Background: an optimization exercise with open tools, aiming at small area. Do not read the settings as production practice.
Only simulation tests tie the RTL to the original design; equivalence was not proved.
Power is estimated from default activity; no workload was simulated.

## ws_i2c
module ws_i2c #(
    parameter [6:0] I2C_ADDR = 7'h50
) (
    input  wire       clk,
    input  wire       rst,           
    input  wire [2:0] pins,
    input  wire       adc_eoc,
    input  wire [7:0] adc_drl,
    input  wire [7:0] adc_drh,
    output wire       adc_ch,
    output wire       adc_en,
    output wire       adc_start,
    input  wire       scl,           
    input  wire       sda,           
    output wire       sda_oe,        
    output wire       host_ready
);
    localparam [2:0] S_IDLE  = 3'd0;
    localparam [2:0] S_ADDR  = 3'd4;
    localparam [2:0] S_RX    = 3'd5;
    localparam [2:0] S_ACK   = 3'd2;
    localparam [2:0] S_MACK  = 3'd3;
    localparam [2:0] S_TX    = 3'd6;
    localparam [2:0] S_LOAD1 = 3'd1;
    localparam [2:0] S_LOAD2 = 3'd7;
    reg        scl_s1, scl_s2, scl_q;
    reg        sda_s1, sda_s2, sda_q;
    reg  [2:0] state;
    reg  [3:0] bitcnt;
    reg        pfx;          
    reg  [2:0] sh;           
    reg        srx;          
    reg        taken;        
    reg  [2:0] cmd;          
    reg        pend1, pend2;
    wire       txbit;
    wire start_det = scl_s2 && scl_q && sda_q && !sda_s2;
    wire stop_det  = scl_s2 && scl_q && !sda_q && sda_s2;
    wire scl_rise  = scl_s2 && !scl_q;
    wire scl_fall  = !scl_s2 && scl_q;
  ...
For scale: about 610 cells after synthesis, roughly 170 flip-flops, roughly 29 I/O pins, ~6700 um^2 of cells after synthesis.
export LEC_CHECK = 0
export CAP_MARGIN = 20
export CORE_MARGIN = 2
export CORE_UTILIZATION = 40
export SLEW_MARGIN = 20
create_clock -name core_clock -period 10.0 [get_ports {clk}]
standard.sh (not shown) runs the stock make flow with config.mk's settings and CLKGATE_MAP_FILE= SYNTH_SCRIPT=/design/flow/synth_recipe.tcl, a recipe that flattens the netlist after the stock synthesis.
==> flow/flow/run.sh <==
#!/bin/bash
# Standard layout, with the port buffers as buf_1 and a clock tree without dummy loads.
set -euo pipefail
export BUFFER_PORTS_ARGS="-buffer_cell sky130_fd_sc_hd__buf_1"
export CTS_ARGS='-repair_clock_nets -dont_use_dummy_load -buf_list sky130_fd_sc_hd__clkbuf_8'
bash standard.sh > standard.log 2>&1
Next try:
==> flow/run.sh (new file) <==
#!/bin/bash
# synth_recipe.tcl (not shown) runs the flow's synth.tcl, then flattens the netlist and writes it again
# the make line also repeats each setting of config.mk as NAME=value (left out here)
make -C /OpenROAD-flow-scripts/flow DESIGN_CONFIG=/design/flow/config.mk WORK_HOME=/design/flow/orfs CLKGATE_MAP_FILE= SYNTH_SCRIPT=/design/flow/synth_recipe.tcl finish
removed: flow/flow/run.sh
removed: flow/standard.sh
Result: The changed run finished clean; non-clock buffer count fell by 1; cell area rose by 7.2%; routed wire length rose by 2.2%; cell count rose by 1.7%; hold slack degrades by 0.0049 ns; power rose by 28%; via count rose by 0.80%.
Next try:
==> flow/flow/run.sh (new file) <==
#!/bin/bash
# Standard layout, with the port buffers as buf_1 and a clock tree without dummy loads.
set -euo pipefail
export BUFFER_PORTS_ARGS="-buffer_cell sky130_fd_sc_hd__buf_1"
export CTS_ARGS='-sink_clustering_enable -repair_clock_nets -dont_use_dummy_load -buf_list sky130_fd_sc_hd__clkbuf_8 -sink_clustering_size 30 -sink_clustering_max_diameter 80 -sink_clustering_levels 1 -balance_levels'
bash standard.sh > standard.log 2>&1
==> flow/standard.sh (new file) <==
#!/bin/bash
# synth_recipe.tcl (not shown) runs the flow's synth.tcl, then flattens the netlist and writes it again
# the make line also repeats each setting of config.mk as NAME=value (left out here)
make -C /OpenROAD-flow-scripts/flow DESIGN_CONFIG=/design/flow/config.mk WORK_HOME=/design/flow/orfs CLKGATE_MAP_FILE= SYNTH_SCRIPT=/design/flow/synth_recipe.tcl "${@:-finish}"
removed: flow/run.sh
Design area is lower by a few percent. Clock power is lower by well over a third. Total power is lower by about a fifth. Via count is lower slightly.
Next try:
==> flow/run.sh (new file) <==
#!/bin/bash
# synth_recipe.tcl (not shown) runs the flow's synth.tcl, then flattens the netlist and writes it again
# the make line also repeats each setting of config.mk as NAME=value (left out here)
make -C /OpenROAD-flow-scripts/flow DESIGN_CONFIG=/design/flow/config.mk WORK_HOME=/design/flow/orfs CLKGATE_MAP_FILE= SYNTH_SCRIPT=/design/flow/synth_recipe.tcl finish
--- a/flow/config.mk
+++ b/flow/config.mk
@@ -10,2 +10,5 @@
 export CORE_UTILIZATION = 40
+export CTS_BUF_LIST = sky130_fd_sc_hd__clkbuf_8
+export CTS_CLUSTER_DIAMETER = 100
+export CTS_CLUSTER_SIZE = 50
 export SLEW_MARGIN = 20
removed: flow/flow/run.sh
removed: flow/standard.sh
What happened: Global-route usage increases by 0.12 points. Routed wire length increases by 1.7%. Worst hold slack barely changes. Non-clock buffer count decreases by 1. Sequential cell count is unchanged. Sequential power stays flat. Clock skew decreases by 0.040 ns. Total power increases by 13%. Count of clock-buffer cells in the layout stays the same.

==> afterwards: timing with drivers on the ports <==
How much do the figures lean on ideal ports? The routed layouts below were timed once more, with nothing changed but the port constraints. Step 1 (the two cells are an assumption about what drives the block):
set clk [get_ports {clk}]
set_driving_cell -lib_cell sky130_fd_sc_hd__clkbuf_16 $clk
set_driving_cell -lib_cell sky130_fd_sc_hd__buf_2 [delete_from_list [all_inputs] $clk]
Step 2 adds t to the input delays and takes it off the output delays; t is the mean of the earliest and latest rising clock arrival at the registers after step 1. Input paths then give back, and output paths get back, about the clock's delay inside the block. Slacks: ideal ports / drivers / drivers and shift; pairs: ideal ports / drivers.
run | shift t [ns] | setup WS [ns] | clock arrival spread, ns
the first run | 0.479 | 4.905 / 4.867 / 5.345 | 0.055 / 0.055
the second run | 0.465 | 4.540 / 4.499 / 4.964 | 0.011 / 0.011
the third run | 0.479 | 4.905 / 4.867 / 5.345 | 0.055 / 0.055
the fourth run | 0.477 | 4.494 / 4.458 / 4.936 | 0.014 / 0.013
After both steps every run listed still meets setup and hold.
